Background: an optimization exercise with open tools, aiming at small area, a short achievable clock period and few clock cycles per item. Do not read the settings as production practice.
Only simulation tests tie the RTL to the original design; equivalence was not proved.

== main ==
## tea_core
module tea_core #(parameter integer ARCH = 1) (
    input  wire        clk,
    input  wire        rst,           
    input  wire        in_valid,
    output wire        in_ready,
    input  wire        in_decrypt,    
    input  wire [63:0] in_key,
    input  wire [63:0] in_block,
    output wire        out_valid,
    input  wire        out_ready,
    output wire [63:0] out_block
);
    reg         busy;       
    reg         vld;        
    reg  [6:0]  cnt;        
    reg         dec;
    reg  [63:0] key;
    reg  [31:0] a, b;
    reg  [31:0] acc;        
    function [31:0] acc_of(input [4:0] m);
        case (m)
            5'd0: acc_of = 32'h9E3779B9;
            5'd1: acc_of = 32'h3C6EF372;
            5'd2: acc_of = 32'hDAA66D2B;
            5'd3: acc_of = 32'h78DDE6E4;
            5'd4: acc_of = 32'h1715609D;
            5'd5: acc_of = 32'hB54CDA56;
            5'd6: acc_of = 32'h5384540F;
  ...
Size: about 170 flip-flops, about 200 I/O pins, ~0.014 mm^2 of cells after synthesis.
==> module tea_add, before the edit <==
module tea_add #(parameter integer ARCH = 1) (
    input  wire [31:0] x,
    input  wire [31:0] y,
    input  wire        ci,
    output wire [31:0] s
);
    wire [31:0] p = x ^ y;
    wire [31:0] g0 = x & y;
    wire [31:0] G [0:10];
    wire [31:0] P [0:10];
    assign G[0] = {g0[31:1], g0[0] | (p[0] & ci)};
    assign P[0] = p;
    genvar l, i;
    generate
        if (ARCH == 9) begin : beh
            assign s = x + y + {31'd0, ci};
        end else if (ARCH == 0) begin : rip
            assign P[1] = P[0];
            assign G[1][0] = G[0][0];
            for (i = 1; i < 32; i = i + 1) begin : r
                assign G[1][i] = G[0][i] | (P[0][i] & G[1][i-1]);
            end
            assign s = p ^ {G[1][30:0], ci};
        end else if (ARCH == 2) begin : skl
            for (l = 0; l < 5; l = l + 1) begin : lv
                for (i = 0; i < 32; i = i + 1) begin : b
                    if ((i >> l) & 1) begin : op
                        assign G[l+1][i] = G[l][i] | (P[l][i] & G[l][((i >> l) << l) - 1]);
                        assign P[l+1][i] = P[l][i] & P[l][((i >> l) << l) - 1];
                    end else begin : pass
                        assign G[l+1][i] = G[l][i];
                        assign P[l+1][i] = P[l][i];
                    end
                end
            end
            assign s = p ^ {G[5][30:0], ci};
        end else if (ARCH == 3) begin : ks
            for (l = 0; l < 5; l = l + 1) begin : lv
                for (i = 0; i < 32; i = i + 1) begin : b
                    if (i >= (1 << l)) begin : op
                        assign G[l+1][i] = G[l][i] | (P[l][i] & G[l][i - (1 << l)]);
                        assign P[l+1][i] = P[l][i] & P[l][i - (1 << l)];
                    end else begin : pass
                        assign G[l+1][i] = G[l][i];
                        assign P[l+1][i] = P[l][i];
                    end
                end
            end
            assign s = p ^ {G[5][30:0], ci};
        end else begin : bk
            for (l = 0; l < 5; l = l + 1) begin : up
                for (i = 0; i < 32; i = i + 1) begin : b
                    if ((i % (2 << l)) == (2 << l) - 1) begin : op
                        assign G[l+1][i] = G[l][i] | (P[l][i] & G[l][i - (1 << l)]);
                        assign P[l+1][i] = P[l][i] & P[l][i - (1 << l)];
                    end else begin : pass
                        assign G[l+1][i] = G[l][i];
                        assign P[l+1][i] = P[l][i];
                    end
                end
            end
            for (l = 3; l >= 0; l = l - 1) begin : dn
                for (i = 0; i < 32; i = i + 1) begin : b
                    if ((i % (2 << l)) == (1 << l) - 1 && i >= (2 << l)) begin : op
                        assign G[9-l][i] = G[8-l][i] | (P[8-l][i] & G[8-l][i - (1 << l)]);
                        assign P[9-l][i] = P[8-l][i] & P[8-l][i - (1 << l)];
                    end else begin : pass
                        assign G[9-l][i] = G[8-l][i];
                        assign P[9-l][i] = P[8-l][i];
                    end
                end
            end
            assign s = p ^ {G[9][30:0], ci};
        end
    endgenerate
endmodule
==> module tea_core, before the edit <==
module tea_core #(parameter integer ARCH = 1) (
    input  wire        clk,
    input  wire        rst,           
    input  wire        in_valid,
    output wire        in_ready,
    input  wire        in_decrypt,    
    input  wire [63:0] in_key,
    input  wire [63:0] in_block,
    output wire        out_valid,
    input  wire        out_ready,
    output wire [63:0] out_block
);
    reg         busy;       
    reg         vld;        
    reg  [6:0]  cnt;        
    reg         dec;
    reg  [63:0] key;
    reg  [31:0] a, b;
    reg  [31:0] acc;        
    function [31:0] acc_of(input [4:0] m);
        case (m)
            5'd0: acc_of = 32'h9E3779B9;
            5'd1: acc_of = 32'h3C6EF372;
            5'd2: acc_of = 32'hDAA66D2B;
            5'd3: acc_of = 32'h78DDE6E4;
            5'd4: acc_of = 32'h1715609D;
            5'd5: acc_of = 32'hB54CDA56;
            5'd6: acc_of = 32'h5384540F;
            5'd7: acc_of = 32'hF1BBCDC8;
            5'd8: acc_of = 32'h8FF34781;
            5'd9: acc_of = 32'h2E2AC13A;
            5'd10: acc_of = 32'hCC623AF3;
            5'd11: acc_of = 32'h6A99B4AC;
            5'd12: acc_of = 32'h08D12E65;
            5'd13: acc_of = 32'hA708A81E;
            5'd14: acc_of = 32'h454021D7;
            5'd15: acc_of = 32'hE3779B90;
            5'd16: acc_of = 32'h81AF1549;
            5'd17: acc_of = 32'h1FE68F02;
            5'd18: acc_of = 32'hBE1E08BB;
            5'd19: acc_of = 32'h5C558274;
            5'd20: acc_of = 32'hFA8CFC2D;
            5'd21: acc_of = 32'h98C475E6;
            5'd22: acc_of = 32'h36FBEF9F;
            5'd23: acc_of = 32'hD5336958;
            5'd24: acc_of = 32'h736AE311;
            5'd25: acc_of = 32'h11A25CCA;
            5'd26: acc_of = 32'hAFD9D683;
            5'd27: acc_of = 32'h4E11503C;
            5'd28: acc_of = 32'hEC48C9F5;
            5'd29: acc_of = 32'h8A8043AE;
            5'd30: acc_of = 32'h28B7BD67;
            5'd31: acc_of = 32'hC6EF3720;
        endcase
    endfunction
    wire        accept = in_valid & in_ready;
    wire        swp    = cnt[6];
    wire        last   = dec ? cnt[6] & ~cnt[0] : (cnt[5:0] == 6'd63);
    wire [6:0]  cnt_nx = accept ? {7{in_decrypt}} : cnt + 7'd1;
    wire        dec_nx = accept ? in_decrypt : dec;
    wire [31:0] f;
    tea_mix #(.ARCH(ARCH)) u_mix (.v(a), .acc(acc), .a(key[63:32]), .b(key[31:0]), .f(f));
    wire [31:0] a_step;
    tea_add #(.ARCH(2)) u_add (.x(b), .y(f ^ {32{dec}}), .ci(dec), .s(a_step));
    assign in_ready  = ~busy & (~vld | out_ready);
    assign out_valid = vld;
    assign out_block = {b, a};
    always @(posedge clk) begin
        if (rst) begin
            busy <= 1'b0;
            vld  <= 1'b0;
        end else begin
            if (accept) begin
                busy <= 1'b1;
                vld  <= 1'b0;
            end else if (busy) begin
                if (last) begin
                    busy <= 1'b0;
                    vld  <= 1'b1;
                end
            end else if (out_ready) begin
                vld <= 1'b0;
            end
        end
    end
    always @(posedge clk) begin
        cnt <= cnt_nx;
        acc <= acc_of(cnt_nx[5:1] ^ {5{dec_nx}});
        if (accept) begin
            key <= in_key;
            dec <= in_decrypt;
            a   <= in_block[31:0];
            b   <= in_block[63:32];
        end else if (busy) begin
            a   <= swp ? b : a_step;
            b   <= a;
        end
    end
endmodule
Settings: LEC_CHECK=0, ABC_AREA=1, CAP_MARGIN=20, CORE_MARGIN=2, CORE_UTILIZATION=40, CTS_BUF_LIST=sky130_fd_sc_hd__clkbuf_4 sky130_fd_sc_hd__clkbuf_8, SLEW_MARGIN=20; clock period 12.0 ns.
standard.sh (not shown) runs the stock make flow with config.mk's settings and CLKGATE_MAP_FILE= SYNTH_SCRIPT=/design/flow/synth_recipe.tcl, a recipe that flattens the netlist after the stock synthesis.
==> flow/flow/run.sh <==
#!/bin/bash
# Standard ORFS layout, with 1x port buffers and a timing-repair target
# tighter than the clock (the clock and the SDC are unchanged).
set -euo pipefail
bash standard.sh synth > synth.log 2>&1
bash standard.sh SETUP_SLACK_MARGIN=7 BUFFER_PORTS_ARGS="-buffer_cell sky130_fd_sc_hd__buf_1" finish > layout.log 2>&1
Testbench counts of main, summed over its fixed seeds: cycles 67,562, items 1,024.
Modified inputs, the feature branch compared to main
diff --git a/flow/design.v b/flow/design.v
--- a/flow/design.v
+++ b/flow/design.v
@@ -61,4 +61,38 @@
             end
             assign s = p ^ {G[5][30:0], ci};
+        end else if (ARCH == 4 || ARCH == 5) begin : hc
+            for (i = 0; i < 32; i = i + 1) begin : l0
+                if (i % 2 == 1) begin : op
+                    assign G[1][i] = G[0][i] | (P[0][i] & G[0][i-1]);
+                    assign P[1][i] = P[0][i] & P[0][i-1];
+                end else begin : pass
+                    assign G[1][i] = G[0][i];
+                    assign P[1][i] = P[0][i];
+                end
+            end
+            for (l = 1; l < 5; l = l + 1) begin : lv
+                for (i = 0; i < 32; i = i + 1) begin : b
+                    if (i % 2 == 1 && ARCH == 4 && i >= (1 << l) + 1) begin : opk
+                        assign G[l+1][i] = G[l][i] | (P[l][i] & G[l][i - (1 << l)]);
+                        assign P[l+1][i] = P[l][i] & P[l][i - (1 << l)];
+                    end else if (i % 2 == 1 && ARCH == 5 && ((i >> l) & 1)) begin : ops
+                        assign G[l+1][i] = G[l][i] | (P[l][i] & G[l][((i >> l) << l) - 1]);
+                        assign P[l+1][i] = P[l][i] & P[l][((i >> l) << l) - 1];
+                    end else begin : pass
+                        assign G[l+1][i] = G[l][i];
+                        assign P[l+1][i] = P[l][i];
+                    end
+                end
+            end
+            for (i = 0; i < 32; i = i + 1) begin : l5
+                if (i % 2 == 0 && i > 0) begin : op
+                    assign G[6][i] = G[5][i] | (P[5][i] & G[5][i-1]);
+                    assign P[6][i] = P[5][i] & P[5][i-1];
+                end else begin : pass
+                    assign G[6][i] = G[5][i];
+                    assign P[6][i] = P[5][i];
+                end
+            end
+            assign s = p ^ {G[6][30:0], ci};
         end else begin : bk
             for (l = 0; l < 5; l = l + 1) begin : up
@@ -143,14 +177,14 @@
         endcase
     endfunction
-    wire        accept = in_valid & in_ready;
+    wire        idle   = ~busy & ~vld;
+    wire        accept = in_valid & idle;
     wire        swp    = cnt[6];
     wire        last   = dec ? cnt[6] & ~cnt[0] : (cnt[5:0] == 6'd63);
-    wire [6:0]  cnt_nx = accept ? {7{in_decrypt}} : cnt + 7'd1;
-    wire        dec_nx = accept ? in_decrypt : dec;
+    wire [6:0]  cnt_nx = idle ? {7{in_decrypt}} : cnt + 7'd1;
     wire [31:0] f;
     tea_mix #(.ARCH(ARCH)) u_mix (.v(a), .acc(acc), .a(key[63:32]), .b(key[31:0]), .f(f));
     wire [31:0] a_step;
     tea_add #(.ARCH(2)) u_add (.x(b), .y(f ^ {32{dec}}), .ci(dec), .s(a_step));
-    assign in_ready  = ~busy & (~vld | out_ready);
+    assign in_ready  = idle;
     assign out_valid = vld;
     assign out_block = {b, a};
@@ -175,6 +209,6 @@
     always @(posedge clk) begin
         cnt <= cnt_nx;
-        acc <= acc_of(cnt_nx[5:1] ^ {5{dec_nx}});
-        if (accept) begin
+        acc <= idle ? acc_of(5'd0) : acc_of(cnt_nx[5:1] ^ {5{dec}});
+        if (idle) begin
             key <= in_key;
             dec <= in_decrypt;
Results
- The feature branch reports a higher delay of the slowest cell on the worst path than main does.
- The feature branch against main: sequential share of layout area saw an increase, total core area ~0 delta, first-iteration DRC count went down.
- Looking at endpoint of the most critical setup path, the in_ready result is from main; the a[16]$_DFFE_PP_ one comes from the feature branch.
Testbench counts of the feature branch, summed over its fixed seeds: cycles 68,578, items 1,024.

## afterwards: timing with drivers on the ports
How much do the figures lean on ideal ports? The routed layouts below were timed once more, with nothing changed but the port constraints.
Step 1 (the two cells are an assumption about what drives the block):
set clk [get_ports {clk}]
set_driving_cell -lib_cell sky130_fd_sc_hd__clkbuf_16 $clk
set_driving_cell -lib_cell sky130_fd_sc_hd__buf_2 [delete_from_list [all_inputs] $clk]
Step 2, shift: input delay + t, output delay - t, t = (earliest + latest rising clock arrival at the registers) / 2. This alone moves slack from input paths to output paths.
a / b / c = no drivers / after step 1 / after step 2; a / b = the first two.
run	t (ns)	slack for setup (ns)	worst setup path after step 2	slew at the worst register clock pin (ns)	worst data-port slew with drivers (ns)
main	0.540	6.785 / 6.746 / 6.746	input to output	0.11 / 0.11	0.09
the feature branch	0.553	7.305 / 7.305 / 7.305	register to register	0.11 / 0.11	0.05
After both steps setup and hold are still met in every run listed. For main, which loses most, drivers alone change the setup slack by -0.039 ns; drivers and shift together by -0.039 ns.
